Background: an optimization exercise with open tools, aiming at small area, a short achievable clock period and few clock cycles per item. Do not read the settings as production practice.
Function not checked in this run: the RTL went through the layout flow alone.

==> flow/design.v <==
module hdu_popcount32 (
    input  wire [31:0] v,
    output wire [5:0]  count
);
    wire pc_1 = v[0] ^ v[1] ^ v[2];
    wire pc_2 = (v[0] & v[1]) | (v[2] & (v[0] ^ v[1]));
    wire pc_3 = v[3] ^ v[4] ^ v[5];
    wire pc_4 = (v[3] & v[4]) | (v[5] & (v[3] ^ v[4]));
    wire pc_5 = v[6] ^ v[7] ^ v[8];
    wire pc_6 = (v[6] & v[7]) | (v[8] & (v[6] ^ v[7]));
    wire pc_7 = v[9] ^ v[10] ^ v[11];
    wire pc_8 = (v[9] & v[10]) | (v[11] & (v[9] ^ v[10]));
    wire pc_9 = v[12] ^ v[13] ^ v[14];
    wire pc_10 = (v[12] & v[13]) | (v[14] & (v[12] ^ v[13]));
    wire pc_11 = v[15] ^ v[16] ^ v[17];
    wire pc_12 = (v[15] & v[16]) | (v[17] & (v[15] ^ v[16]));
    wire pc_13 = v[18] ^ v[19] ^ v[20];
    wire pc_14 = (v[18] & v[19]) | (v[20] & (v[18] ^ v[19]));
    wire pc_15 = v[21] ^ v[22] ^ v[23];
    wire pc_16 = (v[21] & v[22]) | (v[23] & (v[21] ^ v[22]));
    wire pc_17 = v[24] ^ v[25] ^ v[26];
    wire pc_18 = (v[24] & v[25]) | (v[26] & (v[24] ^ v[25]));
    wire pc_19 = v[27] ^ v[28] ^ v[29];
    wire pc_20 = (v[27] & v[28]) | (v[29] & (v[27] ^ v[28]));
    wire pc_21 = v[30] ^ v[31] ^ pc_1;
    wire pc_22 = (v[30] & v[31]) | (pc_1 & (v[30] ^ v[31]));
    wire pc_23 = pc_3 ^ pc_5 ^ pc_7;
    wire pc_24 = (pc_3 & pc_5) | (pc_7 & (pc_3 ^ pc_5));
    wire pc_25 = pc_9 ^ pc_11 ^ pc_13;
    wire pc_26 = (pc_9 & pc_11) | (pc_13 & (pc_9 ^ pc_11));
    wire pc_27 = pc_15 ^ pc_17 ^ pc_19;
    wire pc_28 = (pc_15 & pc_17) | (pc_19 & (pc_15 ^ pc_17));
    wire pc_29 = pc_21 ^ pc_23 ^ pc_25;
    wire pc_30 = (pc_21 & pc_23) | (pc_25 & (pc_21 ^ pc_23));
    wire pc_31 = pc_27 ^ pc_29;
    wire pc_32 = pc_27 & pc_29;
    wire pc_33 = pc_2 ^ pc_4 ^ pc_6;
    wire pc_34 = (pc_2 & pc_4) | (pc_6 & (pc_2 ^ pc_4));
    wire pc_35 = pc_8 ^ pc_10 ^ pc_12;
    wire pc_36 = (pc_8 & pc_10) | (pc_12 & (pc_8 ^ pc_10));
    wire pc_37 = pc_14 ^ pc_16 ^ pc_18;
    wire pc_38 = (pc_14 & pc_16) | (pc_18 & (pc_14 ^ pc_16));
    wire pc_39 = pc_20 ^ pc_22 ^ pc_24;
    wire pc_40 = (pc_20 & pc_22) | (pc_24 & (pc_20 ^ pc_22));
    wire pc_41 = pc_26 ^ pc_28 ^ pc_30;
    wire pc_42 = (pc_26 & pc_28) | (pc_30 & (pc_26 ^ pc_28));
    wire pc_43 = pc_32 ^ pc_33 ^ pc_35;
    wire pc_44 = (pc_32 & pc_33) | (pc_35 & (pc_32 ^ pc_33));
    wire pc_45 = pc_37 ^ pc_39 ^ pc_41;
    wire pc_46 = (pc_37 & pc_39) | (pc_41 & (pc_37 ^ pc_39));
    wire pc_47 = pc_43 ^ pc_45;
    wire pc_48 = pc_43 & pc_45;
    wire pc_49 = pc_34 ^ pc_36 ^ pc_38;
    wire pc_50 = (pc_34 & pc_36) | (pc_38 & (pc_34 ^ pc_36));
    wire pc_51 = pc_40 ^ pc_42 ^ pc_44;
    wire pc_52 = (pc_40 & pc_42) | (pc_44 & (pc_40 ^ pc_42));
    wire pc_53 = pc_46 ^ pc_48 ^ pc_49;
    wire pc_54 = (pc_46 & pc_48) | (pc_49 & (pc_46 ^ pc_48));
    wire pc_55 = pc_51 ^ pc_53;
    wire pc_56 = pc_51 & pc_53;
    wire pc_57 = pc_50 ^ pc_52 ^ pc_54;
    wire pc_58 = (pc_50 & pc_52) | (pc_54 & (pc_50 ^ pc_52));
    wire pc_59 = pc_56 ^ pc_57;
    wire pc_60 = pc_56 & pc_57;
    wire pc_61 = pc_58 ^ pc_60;
    wire pc_62 = pc_58 & pc_60;
    assign count = {pc_62, pc_61, pc_59, pc_55, pc_47, pc_31};
endmodule
module hdu_top (
    input  wire        clk,
    input  wire        rst,         
    input  wire        in_valid,
    output wire        in_ready,
    input  wire [31:0] in_cmd,
    input  wire [31:0] in_opa,
    input  wire [31:0] in_opb,
    output reg         out_valid,
    output wire [31:0] out_result,
    output wire [31:0] out_status
);
    localparam [2:0] OP_HD  = 3'd1;
    localparam [2:0] OP_CFG = 3'd2;
    localparam [2:0] OP_ENC = 3'd3;
    localparam [2:0] OP_DEC = 3'd4;
    localparam [2:0] C_ILLEGAL   = 3'd1;
    localparam [2:0] C_BAD_MOD   = 3'd2;
    localparam [2:0] C_BAD_THR   = 3'd3;
    localparam [2:0] C_NOT_CFG   = 3'd4;
    localparam [2:0] C_SYM_RANGE = 3'd5;
    assign in_ready = 1'b1;
    reg        s1_valid;
    reg        s1_ok;           
    reg [2:0]  s1_op;           
    reg [31:0] s1_x;            
    reg [5:0]  s1_b;            
    reg        s1_bz;           
    wire hd_sel = (in_cmd[3:0] == 4'd1);
    always @(posedge clk) begin
        if (rst) s1_valid <= 1'b0;
        else     s1_valid <= in_valid;
        s1_ok <= (in_cmd[31:3] == 29'd0);
        s1_op <= in_cmd[2:0];
        s1_x  <= in_opa ^ (in_opb & {32{hd_sel}});
        s1_b  <= in_opb[5:0];
        s1_bz <= (in_opb[31:6] == 26'd0);
    end
    reg        cfg_valid;
    reg        cfg_mod;
    reg [5:0]  cfg_thresh;
    reg [5:0]  result;          
    reg        res_enc;         
    reg        hit;
    reg        fault;
    reg [2:0]  cause;
    wire [30:0] out_chip;
    assign out_result = {1'b0, out_chip[30:6] & {25{res_enc}},
                         res_enc ? out_chip[5:0] : result};
    assign out_status = {fault, 12'd0, cause, 2'd0, cfg_thresh, 5'd0,
                         cfg_mod, cfg_valid, hit};
    wire [31:0] c = s1_x;
    wire [5:0]  wc;             
    hdu_popcount32 u_w (.v(c), .count(wc));
    wire t0_1 = c[0] ^ c[1] ^ c[4];
    wire t0_2 = (c[0] & c[1]) | (c[4] & (c[0] ^ c[1]));
    wire t0_3 = c[7] ^ c[8] ^ c[12];
    wire t0_4 = (c[7] & c[8]) | (c[12] & (c[7] ^ c[8]));
    wire t0_5 = c[14] ^ c[19] ^ c[23];
    wire t0_6 = (c[14] & c[19]) | (c[23] & (c[14] ^ c[19]));
    wire t0_7 = c[24] ^ c[25] ^ c[26];
    wire t0_8 = (c[24] & c[25]) | (c[26] & (c[24] ^ c[25]));
    wire t0_9 = c[27] ^ c[28] ^ t0_1;
    wire t0_10 = (c[27] & c[28]) | (t0_1 & (c[27] ^ c[28]));
    wire t0_11 = t0_3 ^ t0_5 ^ t0_7;
    wire t0_12 = (t0_3 & t0_5) | (t0_7 & (t0_3 ^ t0_5));
    wire t0_13 = t0_9 ^ t0_11;
    wire t0_14 = t0_9 & t0_11;
    wire t0_15 = t0_2 ^ t0_4 ^ t0_6;
    wire t0_16 = (t0_2 & t0_4) | (t0_6 & (t0_2 ^ t0_4));
    wire t0_17 = t0_8 ^ t0_10 ^ t0_12;
    wire t0_18 = (t0_8 & t0_10) | (t0_12 & (t0_8 ^ t0_10));
    wire t0_19 = t0_14 ^ t0_15 ^ t0_17;
    wire t0_20 = (t0_14 & t0_15) | (t0_17 & (t0_14 ^ t0_15));
    wire t0_21 = t0_16 ^ t0_18 ^ t0_20;
    wire t0_22 = (t0_16 & t0_18) | (t0_20 & (t0_16 ^ t0_18));
    wire [3:0] t0 = {t0_22, t0_21, t0_19, t0_13};
    wire t1_1 = c[0] ^ c[3] ^ c[4];
    wire t1_2 = (c[0] & c[3]) | (c[4] & (c[0] ^ c[3]));
    wire t1_3 = c[8] ^ c[10] ^ c[15];
    wire t1_4 = (c[8] & c[10]) | (c[15] & (c[8] ^ c[10]));
    wire t1_5 = c[19] ^ c[20] ^ c[21];
    wire t1_6 = (c[19] & c[20]) | (c[21] & (c[19] ^ c[20]));
    wire t1_7 = c[22] ^ c[23] ^ c[24];
    wire t1_8 = (c[22] & c[23]) | (c[24] & (c[22] ^ c[23]));
    wire t1_9 = c[28] ^ c[29] ^ t1_1;
    wire t1_10 = (c[28] & c[29]) | (t1_1 & (c[28] ^ c[29]));
    wire t1_11 = t1_3 ^ t1_5 ^ t1_7;
    wire t1_12 = (t1_3 & t1_5) | (t1_7 & (t1_3 ^ t1_5));
    wire t1_13 = t1_9 ^ t1_11;
    wire t1_14 = t1_9 & t1_11;
    wire t1_15 = t1_2 ^ t1_4 ^ t1_6;
    wire t1_16 = (t1_2 & t1_4) | (t1_6 & (t1_2 ^ t1_4));
    wire t1_17 = t1_8 ^ t1_10 ^ t1_12;
    wire t1_18 = (t1_8 & t1_10) | (t1_12 & (t1_8 ^ t1_10));
    wire t1_19 = t1_14 ^ t1_15 ^ t1_17;
    wire t1_20 = (t1_14 & t1_15) | (t1_17 & (t1_14 ^ t1_15));
    wire t1_21 = t1_16 ^ t1_18 ^ t1_20;
    wire t1_22 = (t1_16 & t1_18) | (t1_20 & (t1_16 ^ t1_18));
    wire [3:0] t1 = {t1_22, t1_21, t1_19, t1_13};
    wire t2_1 = c[0] ^ c[4] ^ c[6];
    wire t2_2 = (c[0] & c[4]) | (c[6] & (c[0] ^ c[4]));
    wire t2_3 = c[11] ^ c[15] ^ c[16];
    wire t2_4 = (c[11] & c[15]) | (c[16] & (c[11] ^ c[15]));
    wire t2_5 = c[17] ^ c[18] ^ c[19];
    wire t2_6 = (c[17] & c[18]) | (c[19] & (c[17] ^ c[18]));
    wire t2_7 = c[20] ^ c[24] ^ c[25];
    wire t2_8 = (c[20] & c[24]) | (c[25] & (c[20] ^ c[24]));
    wire t2_9 = c[28] ^ t2_1 ^ t2_3;
    wire t2_10 = (c[28] & t2_1) | (t2_3 & (c[28] ^ t2_1));
    wire t2_11 = t2_5 ^ t2_7 ^ t2_9;
    wire t2_12 = (t2_5 & t2_7) | (t2_9 & (t2_5 ^ t2_7));
    wire t2_13 = t2_2 ^ t2_4 ^ t2_6;
    wire t2_14 = (t2_2 & t2_4) | (t2_6 & (t2_2 ^ t2_4));
    wire t2_15 = t2_8 ^ t2_10 ^ t2_12;
    wire t2_16 = (t2_8 & t2_10) | (t2_12 & (t2_8 ^ t2_10));
    wire t2_17 = t2_13 ^ t2_15;
    wire t2_18 = t2_13 & t2_15;
    wire t2_19 = t2_14 ^ t2_16 ^ t2_18;
    wire t2_20 = (t2_14 & t2_16) | (t2_18 & (t2_14 ^ t2_16));
    wire [3:0] t2 = {t2_20, t2_19, t2_17, t2_11};
    wire t3_1 = c[0] ^ c[2] ^ c[7];
    wire t3_2 = (c[0] & c[2]) | (c[7] & (c[0] ^ c[2]));
    wire t3_3 = c[11] ^ c[12] ^ c[13];
    wire t3_4 = (c[11] & c[12]) | (c[13] & (c[11] ^ c[12]));
    wire t3_5 = c[14] ^ c[15] ^ c[16];
    wire t3_6 = (c[14] & c[15]) | (c[16] & (c[14] ^ c[15]));
    wire t3_7 = c[20] ^ c[21] ^ c[24];
    wire t3_8 = (c[20] & c[21]) | (c[24] & (c[20] ^ c[21]));
    wire t3_9 = c[27] ^ c[28] ^ t3_1;
    wire t3_10 = (c[27] & c[28]) | (t3_1 & (c[27] ^ c[28]));
    wire t3_11 = t3_3 ^ t3_5 ^ t3_7;
    wire t3_12 = (t3_3 & t3_5) | (t3_7 & (t3_3 ^ t3_5));
    wire t3_13 = t3_9 ^ t3_11;
    wire t3_14 = t3_9 & t3_11;
    wire t3_15 = t3_2 ^ t3_4 ^ t3_6;
    wire t3_16 = (t3_2 & t3_4) | (t3_6 & (t3_2 ^ t3_4));
    wire t3_17 = t3_8 ^ t3_10 ^ t3_12;
    wire t3_18 = (t3_8 & t3_10) | (t3_12 & (t3_8 ^ t3_10));
    wire t3_19 = t3_14 ^ t3_15 ^ t3_17;
    wire t3_20 = (t3_14 & t3_15) | (t3_17 & (t3_14 ^ t3_15));
    wire t3_21 = t3_16 ^ t3_18 ^ t3_20;
    wire t3_22 = (t3_16 & t3_18) | (t3_20 & (t3_16 ^ t3_18));
    wire [3:0] t3 = {t3_22, t3_21, t3_19, t3_13};
    wire t4_1 = c[3] ^ c[7] ^ c[8];
    wire t4_2 = (c[3] & c[7]) | (c[8] & (c[3] ^ c[7]));
    wire t4_3 = c[9] ^ c[10] ^ c[11];
    wire t4_4 = (c[9] & c[10]) | (c[11] & (c[9] ^ c[10]));
    wire t4_5 = c[12] ^ c[16] ^ c[17];
    wire t4_6 = (c[12] & c[16]) | (c[17] & (c[12] ^ c[16]));
    wire t4_7 = c[20] ^ c[23] ^ c[24];
    wire t4_8 = (c[20] & c[23]) | (c[24] & (c[20] ^ c[23]));
    wire t4_9 = c[28] ^ c[30] ^ t4_1;
    wire t4_10 = (c[28] & c[30]) | (t4_1 & (c[28] ^ c[30]));
    wire t4_11 = t4_3 ^ t4_5 ^ t4_7;
    wire t4_12 = (t4_3 & t4_5) | (t4_7 & (t4_3 ^ t4_5));
    wire t4_13 = t4_9 ^ t4_11;
    wire t4_14 = t4_9 & t4_11;
    wire t4_15 = t4_2 ^ t4_4 ^ t4_6;
    wire t4_16 = (t4_2 & t4_4) | (t4_6 & (t4_2 ^ t4_4));
    wire t4_17 = t4_8 ^ t4_10 ^ t4_12;
    wire t4_18 = (t4_8 & t4_10) | (t4_12 & (t4_8 ^ t4_10));
    wire t4_19 = t4_14 ^ t4_15 ^ t4_17;
    wire t4_20 = (t4_14 & t4_15) | (t4_17 & (t4_14 ^ t4_15));
    wire t4_21 = t4_16 ^ t4_18 ^ t4_20;
    wire t4_22 = (t4_16 & t4_18) | (t4_20 & (t4_16 ^ t4_18));
    wire [3:0] t4 = {t4_22, t4_21, t4_19, t4_13};
    wire t5_1 = c[3] ^ c[4] ^ c[5];
    wire t5_2 = (c[3] & c[4]) | (c[5] & (c[3] ^ c[4]));
    wire t5_3 = c[6] ^ c[7] ^ c[8];
    wire t5_4 = (c[6] & c[7]) | (c[8] & (c[6] ^ c[7]));
    wire t5_5 = c[12] ^ c[13] ^ c[16];
    wire t5_6 = (c[12] & c[13]) | (c[16] & (c[12] ^ c[13]));
    wire t5_7 = c[19] ^ c[20] ^ c[24];
    wire t5_8 = (c[19] & c[20]) | (c[24] & (c[19] ^ c[20]));
    wire t5_9 = c[26] ^ t5_1 ^ t5_3;
    wire t5_10 = (c[26] & t5_1) | (t5_3 & (c[26] ^ t5_1));
    wire t5_11 = t5_5 ^ t5_7 ^ t5_9;
    wire t5_12 = (t5_5 & t5_7) | (t5_9 & (t5_5 ^ t5_7));
    wire t5_13 = t5_2 ^ t5_4 ^ t5_6;
    wire t5_14 = (t5_2 & t5_4) | (t5_6 & (t5_2 ^ t5_4));
    wire t5_15 = t5_8 ^ t5_10 ^ t5_12;
    wire t5_16 = (t5_8 & t5_10) | (t5_12 & (t5_8 ^ t5_10));
    wire t5_17 = t5_13 ^ t5_15;
    wire t5_18 = t5_13 & t5_15;
    wire t5_19 = t5_14 ^ t5_16 ^ t5_18;
    wire t5_20 = (t5_14 & t5_16) | (t5_18 & (t5_14 ^ t5_16));
    wire [3:0] t5 = {t5_20, t5_19, t5_17, t5_11};
    wire t6_1 = c[0] ^ c[1] ^ c[2];
    wire t6_2 = (c[0] & c[1]) | (c[2] & (c[0] ^ c[1]));
    wire t6_3 = c[3] ^ c[4] ^ c[8];
    wire t6_4 = (c[3] & c[4]) | (c[8] & (c[3] ^ c[4]));
    wire t6_5 = c[9] ^ c[12] ^ c[15];
    wire t6_6 = (c[9] & c[12]) | (c[15] & (c[9] ^ c[12]));
    wire t6_7 = c[16] ^ c[20] ^ c[22];
    wire t6_8 = (c[16] & c[20]) | (c[22] & (c[16] ^ c[20]));
    wire t6_9 = c[27] ^ t6_1 ^ t6_3;
    wire t6_10 = (c[27] & t6_1) | (t6_3 & (c[27] ^ t6_1));
    wire t6_11 = t6_5 ^ t6_7 ^ t6_9;
    wire t6_12 = (t6_5 & t6_7) | (t6_9 & (t6_5 ^ t6_7));
    wire t6_13 = t6_2 ^ t6_4 ^ t6_6;
    wire t6_14 = (t6_2 & t6_4) | (t6_6 & (t6_2 ^ t6_4));
    wire t6_15 = t6_8 ^ t6_10 ^ t6_12;
    wire t6_16 = (t6_8 & t6_10) | (t6_12 & (t6_8 ^ t6_10));
    wire t6_17 = t6_13 ^ t6_15;
    wire t6_18 = t6_13 & t6_15;
    wire t6_19 = t6_14 ^ t6_16 ^ t6_18;
    wire t6_20 = (t6_14 & t6_16) | (t6_18 & (t6_14 ^ t6_16));
    wire [3:0] t6 = {t6_20, t6_19, t6_17, t6_11};
    wire t7_1 = c[0] ^ c[4] ^ c[5];
    wire t7_2 = (c[0] & c[4]) | (c[5] & (c[0] ^ c[4]));
    wire t7_3 = c[8] ^ c[11] ^ c[12];
    wire t7_4 = (c[8] & c[11]) | (c[12] & (c[8] ^ c[11]));
    wire t7_5 = c[16] ^ c[18] ^ c[23];
    wire t7_6 = (c[16] & c[18]) | (c[23] & (c[16] ^ c[18]));
    wire t7_7 = c[27] ^ c[28] ^ c[29];
    wire t7_8 = (c[27] & c[28]) | (c[29] & (c[27] ^ c[28]));
    wire t7_9 = c[30] ^ t7_1 ^ t7_3;
    wire t7_10 = (c[30] & t7_1) | (t7_3 & (c[30] ^ t7_1));
    wire t7_11 = t7_5 ^ t7_7 ^ t7_9;
    wire t7_12 = (t7_5 & t7_7) | (t7_9 & (t7_5 ^ t7_7));
    wire t7_13 = t7_2 ^ t7_4 ^ t7_6;
    wire t7_14 = (t7_2 & t7_4) | (t7_6 & (t7_2 ^ t7_4));
    wire t7_15 = t7_8 ^ t7_10 ^ t7_12;
    wire t7_16 = (t7_8 & t7_10) | (t7_12 & (t7_8 ^ t7_10));
    wire t7_17 = t7_13 ^ t7_15;
    wire t7_18 = t7_13 & t7_15;
    wire t7_19 = t7_14 ^ t7_16 ^ t7_18;
    wire t7_20 = (t7_14 & t7_16) | (t7_18 & (t7_14 ^ t7_16));
    wire [3:0] t7 = {t7_20, t7_19, t7_17, t7_11};
    wire b0_1 = c[0] ^ c[1] ^ c[2];
    wire b0_2 = (c[0] & c[1]) | (c[2] & (c[0] ^ c[1]));
    wire b0_3 = c[3] ^ c[5] ^ c[7];
    wire b0_4 = (c[3] & c[5]) | (c[7] & (c[3] ^ c[5]));
    wire b0_5 = c[8] ^ c[11] ^ b0_1;
    wire b0_6 = (c[8] & c[11]) | (b0_1 & (c[8] ^ c[11]));
    wire b0_7 = b0_3 ^ b0_5;
    wire b0_8 = b0_3 & b0_5;
    wire b0_9 = b0_2 ^ b0_4 ^ b0_6;
    wire b0_10 = (b0_2 & b0_4) | (b0_6 & (b0_2 ^ b0_4));
    wire b0_11 = b0_8 ^ b0_9;
    wire b0_12 = b0_8 & b0_9;
    wire b0_13 = b0_10 ^ b0_12;
    wire b0_14 = b0_10 & b0_12;
    wire [3:0] bp0 = {b0_14, b0_13, b0_11, b0_7};
    wire b1_1 = c[4] ^ c[6] ^ c[9];
    wire b1_2 = (c[4] & c[6]) | (c[9] & (c[4] ^ c[6]));
    wire b1_3 = c[10] ^ c[12] ^ c[13];
    wire b1_4 = (c[10] & c[12]) | (c[13] & (c[10] ^ c[12]));
    wire b1_5 = c[14] ^ b1_1 ^ b1_3;
    wire b1_6 = (c[14] & b1_1) | (b1_3 & (c[14] ^ b1_1));
    wire b1_7 = b1_2 ^ b1_4 ^ b1_6;
    wire b1_8 = (b1_2 & b1_4) | (b1_6 & (b1_2 ^ b1_4));
    wire [3:0] bp1 = {1'b0, b1_8, b1_7, b1_5};
    wire [7:0] tb0 = {t7[0], t6[0], t5[0], t4[0], t3[0], t2[0], t1[0], t0[0]};
    wire [7:0] tb1 = {t7[1], t6[1], t5[1], t4[1], t3[1], t2[1], t1[1], t0[1]};
    wire [7:0] tb2 = {t7[2], t6[2], t5[2], t4[2], t3[2], t2[2], t1[2], t0[2]};
    wire [7:0] tb3 = {t7[3], t6[3], t5[3], t4[3], t3[3], t2[3], t1[3], t0[3]};
    localparam [7:0] VLSB = 8'b11100100;
    wire [4:0] vmax, vmin;
    wire [7:0] cx4 = 8'hff, cn4 = 8'hff;
    assign vmax[4] = |(cx4 & tb3);
    wire [7:0] cx3 = cx4 & (tb3 | {8{~vmax[4]}});
    assign vmin[4] = ~|(cn4 & ~tb3);
    wire [7:0] cn3 = cn4 & (~tb3 | {8{vmin[4]}});
    assign vmax[3] = |(cx3 & tb2);
    wire [7:0] cx2 = cx3 & (tb2 | {8{~vmax[3]}});
    assign vmin[3] = ~|(cn3 & ~tb2);
    wire [7:0] cn2 = cn3 & (~tb2 | {8{vmin[3]}});
    assign vmax[2] = |(cx2 & tb1);
    wire [7:0] cx1 = cx2 & (tb1 | {8{~vmax[2]}});
    assign vmin[2] = ~|(cn2 & ~tb1);
    wire [7:0] cn1 = cn2 & (~tb1 | {8{vmin[2]}});
    assign vmax[1] = |(cx1 & tb0);
    wire [7:0] cx0 = cx1 & (tb0 | {8{~vmax[1]}});
    assign vmin[1] = ~|(cn1 & ~tb0);
    wire [7:0] cn0 = cn1 & (~tb0 | {8{vmin[1]}});
    assign vmax[0] = |(cx0 & VLSB);
    wire [7:0] cxf = cx0 & (VLSB | {8{~vmax[0]}});
    assign vmin[0] = ~|(cn0 & ~VLSB);
    wire [7:0] cnf = cn0 & (~VLSB | {8{vmin[0]}});
    function [2:0] first1;
        input [7:0] m;
        begin
            casez (m)
                8'b???????1: first1 = 3'd0;
                8'b??????10: first1 = 3'd1;
                8'b?????100: first1 = 3'd2;
                8'b????1000: first1 = 3'd3;
                8'b???10000: first1 = 3'd4;
                8'b??100000: first1 = 3'd5;
                8'b?1000000: first1 = 3'd6;
                default:     first1 = 3'd7;
            endcase
        end
    endfunction
    wire [2:0] kmax = first1(cxf);
    wire [2:0] kmin = first1(cnf);
    wire       bsel = (bp0 <= bp1);
    wire [4:0] vb   = bsel ? {bp1, 1'b1} : {bp0, 1'b0};
    wire [4:0] vsel = cfg_mod ? vmax : vb;
    wire signed [7:0] k_hi = $signed({2'b00, wc}) + (cfg_mod ? 8'sd14 : 8'sd8)
                             - $signed({2'b00, cfg_thresh});
    wire signed [7:0] j_lo = $signed({2'b00, cfg_thresh}) + $signed({2'b00, wc})
                             - 8'sd17 - $signed({6'd0, c[31], 1'b0});
    wire       hit_hi = k_hi <= $signed({3'b000, vsel});
    wire       hit_lo = cfg_mod && ($signed({3'b000, vmin}) <= j_lo);
    wire [6:0] lo_sum = {2'b00, vmin} + {2'b00, vmax} + 7'd3 + {5'd0, c[31], 1'b0};
    wire       lo_w   = lo_sum <= {wc, 1'b0};
    wire       use_lo = hit_lo && lo_w;
    wire       dec_hit = hit_hi || hit_lo;
    wire [3:0] best_i = !cfg_mod ? {3'd0, bsel} : use_lo ? {1'b0, kmin} : {1'b1, kmax};
    wire [4:0]  enc_i = {cfg_mod, result[3:0]};
    localparam [31:0] CT0 = 32'hcf305555;
    assign out_chip[0] = CT0[enc_i];
    localparam [31:0] CT1 = 32'h41be5555;
    assign out_chip[1] = CT1[enc_i];
    localparam [31:0] CT2 = 32'h48b75555;
    assign out_chip[2] = CT2[enc_i];
    localparam [31:0] CT3 = 32'h728d5555;
    assign out_chip[3] = CT3[enc_i];
    localparam [31:0] CT4 = 32'he718aaaa;
    assign out_chip[4] = CT4[enc_i];
    localparam [31:0] CT5 = 32'ha05f5555;
    assign out_chip[5] = CT5[enc_i];
    localparam [31:0] CT6 = 32'h24dbaaaa;
    assign out_chip[6] = CT6[enc_i];
    localparam [31:0] CT7 = 32'h39c65555;
    assign out_chip[7] = CT7[enc_i];
    localparam [31:0] CT8 = 32'hf30c5555;
    assign out_chip[8] = CT8[enc_i];
    localparam [31:0] CT9 = 32'h50afaaaa;
    assign out_chip[9] = CT9[enc_i];
    localparam [31:0] CT10 = 32'h12edaaaa;
    assign out_chip[10] = CT10[enc_i];
    localparam [31:0] CT11 = 32'h9c635555;
    assign out_chip[11] = CT11[enc_i];
    localparam [31:0] CT12 = 32'hf906aaaa;
    assign out_chip[12] = CT12[enc_i];
    localparam [31:0] CT13 = 32'h28d7aaaa;
    assign out_chip[13] = CT13[enc_i];
    localparam [31:0] CT14 = 32'h09f6aaaa;
    assign out_chip[14] = CT14[enc_i];
    localparam [31:0] CT15 = 32'h4eb10000;
    assign out_chip[15] = CT15[enc_i];
    localparam [31:0] CT16 = 32'hfc030000;
    assign out_chip[16] = CT16[enc_i];
    localparam [31:0] CT17 = 32'h14eb0000;
    assign out_chip[17] = CT17[enc_i];
    localparam [31:0] CT18 = 32'h847b0000;
    assign out_chip[18] = CT18[enc_i];
    localparam [31:0] CT19 = 32'h27d80000;
    assign out_chip[19] = CT19[enc_i];
    localparam [31:0] CT20 = 32'h7e810000;
    assign out_chip[20] = CT20[enc_i];
    localparam [31:0] CT21 = 32'h0af50000;
    assign out_chip[21] = CT21[enc_i];
    localparam [31:0] CT22 = 32'h42bd0000;
    assign out_chip[22] = CT22[enc_i];
    localparam [31:0] CT23 = 32'h936c0000;
    assign out_chip[23] = CT23[enc_i];
    localparam [31:0] CT24 = 32'h3fc00000;
    assign out_chip[24] = CT24[enc_i];
    localparam [31:0] CT25 = 32'h05fa0000;
    assign out_chip[25] = CT25[enc_i];
    localparam [31:0] CT26 = 32'h21de0000;
    assign out_chip[26] = CT26[enc_i];
    localparam [31:0] CT27 = 32'hc9360000;
    assign out_chip[27] = CT27[enc_i];
    localparam [31:0] CT28 = 32'h9f600000;
    assign out_chip[28] = CT28[enc_i];
    localparam [31:0] CT29 = 32'h827d0000;
    assign out_chip[29] = CT29[enc_i];
    localparam [31:0] CT30 = 32'h906f0000;
    assign out_chip[30] = CT30[enc_i];
    wire is_hd  = s1_ok && s1_op == OP_HD;
    wire is_cfg = s1_ok && s1_op == OP_CFG;
    wire is_enc = s1_ok && s1_op == OP_ENC;
    wire is_dec = s1_ok && s1_op == OP_DEC;
    wire z4 = (c[31:4] == 28'd0);
    wire z1 = z4 && (c[3:1] == 3'd0);
    wire cfg_mod_ok = z1;
    wire cfg_thr_ok = s1_bz && (c[0] ? (!s1_b[5] || s1_b[4:0] == 5'd0)
                                     : (s1_b[5:4] == 2'd0));
    wire enc_sym_ok = cfg_mod ? z4 : z1;
    always @(posedge clk) begin
        if (rst) begin
            cfg_valid  <= 1'b0;
            cfg_mod    <= 1'b0;
            cfg_thresh <= 6'd0;
            result     <= 6'd0;
            res_enc    <= 1'b0;
            hit        <= 1'b0;
            fault      <= 1'b0;
            cause      <= 3'd0;
            out_valid  <= 1'b0;
        end else begin
            out_valid <= s1_valid;
            if (s1_valid && !fault) begin
                if (is_hd) begin
                    result  <= wc;
                    res_enc <= 1'b0;
                    hit     <= 1'b0;
                end else if (is_cfg) begin
                    if (!cfg_mod_ok) begin
                        fault <= 1'b1;
                        cause <= C_BAD_MOD;
                    end else if (!cfg_thr_ok) begin
                        fault <= 1'b1;
                        cause <= C_BAD_THR;
                    end else begin
                        cfg_valid  <= 1'b1;
                        cfg_mod    <= c[0];
                        cfg_thresh <= s1_b;
                        result     <= 6'd0;
                        res_enc    <= 1'b0;
                        hit        <= 1'b0;
                    end
                end else if (is_enc) begin
                    if (!cfg_valid) begin
                        fault <= 1'b1;
                        cause <= C_NOT_CFG;
                    end else if (!enc_sym_ok) begin
                        fault <= 1'b1;
                        cause <= C_SYM_RANGE;
                    end else begin
                        result  <= {2'd0, c[3:0]};
                        res_enc <= 1'b1;
                        hit     <= 1'b0;
                    end
                end else if (is_dec) begin
                    if (!cfg_valid) begin
                        fault <= 1'b1;
                        cause <= C_NOT_CFG;
                    end else if (dec_hit) begin
                        result  <= {2'd0, best_i};
                        res_enc <= 1'b0;
                        hit     <= 1'b1;
                    end else begin
                        result  <= 6'd0;
                        res_enc <= 1'b0;
                        hit     <= 1'b0;
                    end
                end else begin
                    fault <= 1'b1;
                    cause <= C_ILLEGAL;
                end
            end
        end
    end
endmodule
==> flow/flow/run.sh <==
#!/bin/bash
# The standard layout (standard.sh), with three changes to how the layout
# is made (constraints untouched):
#  - synthesis runs Yosys's synth with -noabc, so the full adders written in
#    the RTL reach extract_fa without the polarity changes abc -fast makes;
#  - ports are buffered with sky130_fd_sc_hd__buf_1;
#  - repair_timing over-fixes setup by the margin in flow/margin.txt.
set -o pipefail
export SETUP_SLACK_MARGIN=$(cat flow/margin.txt)
export BUFFER_PORTS_ARGS="-buffer_cell sky130_fd_sc_hd__buf_1"
bash standard.sh SYNTH_ARGS=-noabc finish > standard.log 2>&1
==> flow/flow/margin.txt <==
34.5
==> flow/standard.sh <==
#!/bin/bash
# synth_recipe.tcl (not shown) runs the flow's synth.tcl, then flattens the netlist and writes it again
# the make line also repeats each setting of config.mk as NAME=value (left out here)
make -C /OpenROAD-flow-scripts/flow DESIGN_CONFIG=/design/flow/config.mk WORK_HOME=/design/flow/orfs CLKGATE_MAP_FILE= SYNTH_SCRIPT=/design/flow/synth_recipe.tcl "${@:-finish}"
==> flow/config.mk <==
export PLATFORM = sky130hd
export DESIGN_NAME = hdu_top
export DESIGN_NICKNAME = hdu_top
export VERILOG_FILES = /design/flow/design.v
export SDC_FILE = /design/flow/constraint.sdc
export NUM_CORES = 4
export LEC_CHECK = 0
export ABC_AREA = 1
export ABC_CLOCK_PERIOD_IN_PS = 9000
export CAP_MARGIN = 20
export CORE_MARGIN = 2
export CORE_UTILIZATION = 40
export SLEW_MARGIN = 20
==> flow/constraint.sdc <==
create_clock -name core_clock -period 44.0 [get_ports {clk}]
set_input_delay 8.8000 -clock core_clock [delete_from_list [all_inputs] [get_ports {clk}]]
set_output_delay 8.8000 -clock core_clock [all_outputs]
set_load 0.01 [all_outputs]
==> run summary <==
run status finished clean; drt pass-1 iters 5; Period Utilization, post-route 0.239; number of global-route vias before repair around 8000; first-pass GRT wire length 40200 um; Worst Path Arrival about 1.7 ns; Nets about 1600; Die Y ~150 um; Slew Viols, Final 0; TritonCTS clock tree done; Max FO, Critical Path 8; Clock Sinks 65; Final setup viols 0; cell with the most instances after synthesis nand2_1; GR Util All Layers 0.212; I/O pins 165; fraction of registers with async set/reset 0; die area 23400 sq um; Yosys top cell area share 0.252; Post-Route Utilization 0.528; yosys warns 1; post-synthesis cell count 1151; root buf cell clkbuf_16; layout cells sized above 1 0.261; Final Skew roughly 0.012 ns; post-synth design cell area 8890 sq um; Most used DFF post-synth dfxtp_1; row cnt 54; post-synthesis sequential area ratio 0.146; Netlist cell types 48; drt via density 5.00; crit path max-delay cell type dfxtp_4; Synth area leaders fa_1, dfxtp_1, ha_1; final setup TNS 0 ns; routed wire length 25400 um; Fillers 1984; Max Freq ~0.095 GHz; Via Count 8115; crit path launch type flip-flop; final hold violations 0; minimum clock period 10.50 ns; CP Capture Point out_result[4]; Initial Utilization 0.407; RSZ-0062 raised after global routing yes; post-route ant nets 0; Max Cap Viol 0; worst path required time 35.20 ns; largest net degree at the start of global routing 23; EDFF count, synth 0; R2R Setup Slk 35.21 ns; Die Wd 153 um; clock slew at reported path FFs approximately 0.060 ns; Syn Area/Cell 7.72 sq um; worst-skew pair later-pin latency 0.33 ns; worst path cell trace nor2_4, nand2_1, nand2_1, xor2_1, o21ai_1, o21ai_1, buf_2; initial antenna violation count 0; Post-synth top cells nand2_1, inv_1, fa_1; Remaining DRCs 0; Yosys top cell by area fa_1; total core area 21800 sq um; Slew HR 0.479; Post-DP HPWL roughly 20000 um; Area Growth Syn to Fin 29.6%; CTS HTree Levels 3; Worst Setup Path Type reg -> out; Yosys reg bits 65; Worst path max stage delay 0.48 ns; FF-to-FF path depth 54; CP Capture Type output port; CTS max path bufs 2; RD Place Congestion 0.864; worst r2r src s1_x[3]$_DFF_P_; Slew @ Worst Pin between 0.7 and 0.8 ns; TritonCTS Buffers 9; initial DRC count 475; port buffer count 143; FF-to-FF End result[0]$_SDFFE_PP0P_; worst hold path class reg -> reg; ANT cells 0; grt ovf 0; CP startpoint result[1]$_SDFFE_PP0P_; drt wl/cell 15.6 um
## state kept, by name, indices dropped and copies added (netlist names), 3 cells and up
name / count
cause: 3
s1_op: 3
cfg_thresh: 6
result: 6
s1_b: 6
s1_x: 32
## final cells by class
class | count | area (sq um) | area share
Clock buffer | 9 | 225 | 0.0196
Inverter | 180 | 708 | 0.0615
Multi-Input combinational cell | 878 | 7450 | 0.646
Timing Repair Buffer | 205 | 1330 | 0.116
Tap cell | 280 | 350 | 0.0304
Sequential cell | 65 | 1380 | 0.120
Clock inverter | 7 | 77.6 | 0.00673
## per-stage QoR
step | instance area, sq um | hold WS, ns | std cells | setup WS, ns
3_3_place_gp | 9770 | 0.430 | 1546 | 33.22
5_1_grt | 11500 | 0.468 | 1624 | 33.39
3_5_place_dp | 9770 | 0.434 | 1546 | 33.18
4_1_cts | 10800 | 0.444 | 1601 | 33.47
2_1_floorplan | 9310 | 0.417 | 1170 | 33.93
6_report | 11500 | 0.445 | 1624 | 33.50
## placed cells by master, fill, tap and decap left out, types with 13 or more instances in the layout
cell	n
nand2_4	43
conb_1	21
dfxtp_1	31
a21oi_1	37
nand2_1	176
dfxtp_4	15
buf_2	22
nand2_2	27
ha_1	78
nor4_1	13
inv_1	159
nand3_1	65
a21oi_2	16
dfxtp_2	19
buf_4	42
nor2_4	20
buf_1	99
a211oi_1	13
fa_1	105
o21ai_0	36
inv_2	14
nor2_2	16
nor2_1	73
o21ai_1	16
xnor2_1	23
buf_6	28
## critical path, delay by kind of cell, from the launching register on
family          cells  cell delay [ns]
flops               1             0.48
simple gates        3             0.29
xor+xnor            1             0.14
buf+inv             1             0.15
compound gates      2             0.30
## how the worst min path moves through the flow
stage / startpoint / endpoint / slack [ns] / cells past startpoint
after floorplan: s1_valid$_SDFF_PP0_ / out_valid$_SDFF_PP0_ / 0.42 / 2
after global placement: s1_valid$_SDFF_PP0_ / out_valid$_SDFF_PP0_ / 0.43 / 2
after detailed placement: s1_valid$_SDFF_PP0_ / out_valid$_SDFF_PP0_ / 0.43 / 2
after CTS: s1_valid$_SDFF_PP0_ / out_valid$_SDFF_PP0_ / 0.44 / 2
after global routing: s1_valid$_SDFF_PP0_ / out_valid$_SDFF_PP0_ / 0.47 / 2
final: s1_valid$_SDFF_PP0_ / out_valid$_SDFF_PP0_ / 0.45 / 2
## layer usage
layer | wire (um) | GRT usage
met2 | 12600 | 0.369
met5 | 0 | 0
met4 | 510 | 0.0560
met1 | 11300 | 0.283
met3 | 993 | 0.0224
## logic make-up after synthesis
kind of cell    Yosys count  synth area share
simple gates            477             0.245
buf+inv                 228             0.109
fa+ha+maj               190             0.362
compound gates          144            0.0926
flops                    65             0.146
xor+xnor                 45            0.0443
other cells               2          0.000845
## what timing repair did
| item | CTS | global route |
|---|---|---|
| cloned | 3 | 2 |
| hold buffers | 0 | 0 |
| setup endpoints to repair | 84 | 82 |
| resized for setup | 147 | 143 |
| pin swaps | 14 | 30 |
| setup buffers | 36 | 21 |

## afterwards: timing with drivers on the ports
The results above use ideal ports. As a check the final layout listed here was re-extracted and re-timed, cells and wires unchanged.
Step 1 assumes that a clkbuf_16 drives the clock port and a buf_2 every other input.
Step 2 times the ports against the registers' clock, not the clock port: input delays grow and output delays shrink by t, the midpoint of the rising clock arrivals with the driver on.
a / b / c = no drivers / after step 1 / after step 2; a / b = the first two.
t (ns): 0.364
setup slack, ns: 33.495 / 33.456 / 33.820
worst hold slack (ns): 0.445 / 0.445 / 0.445
worst setup path after step 2: register to output
slew at the worst register clock pin (ns): 0.06 / 0.06
After both steps this run still meets setup and hold. The setup slack of this run moves by -0.039 ns with the drivers and by +0.325 ns with both steps.
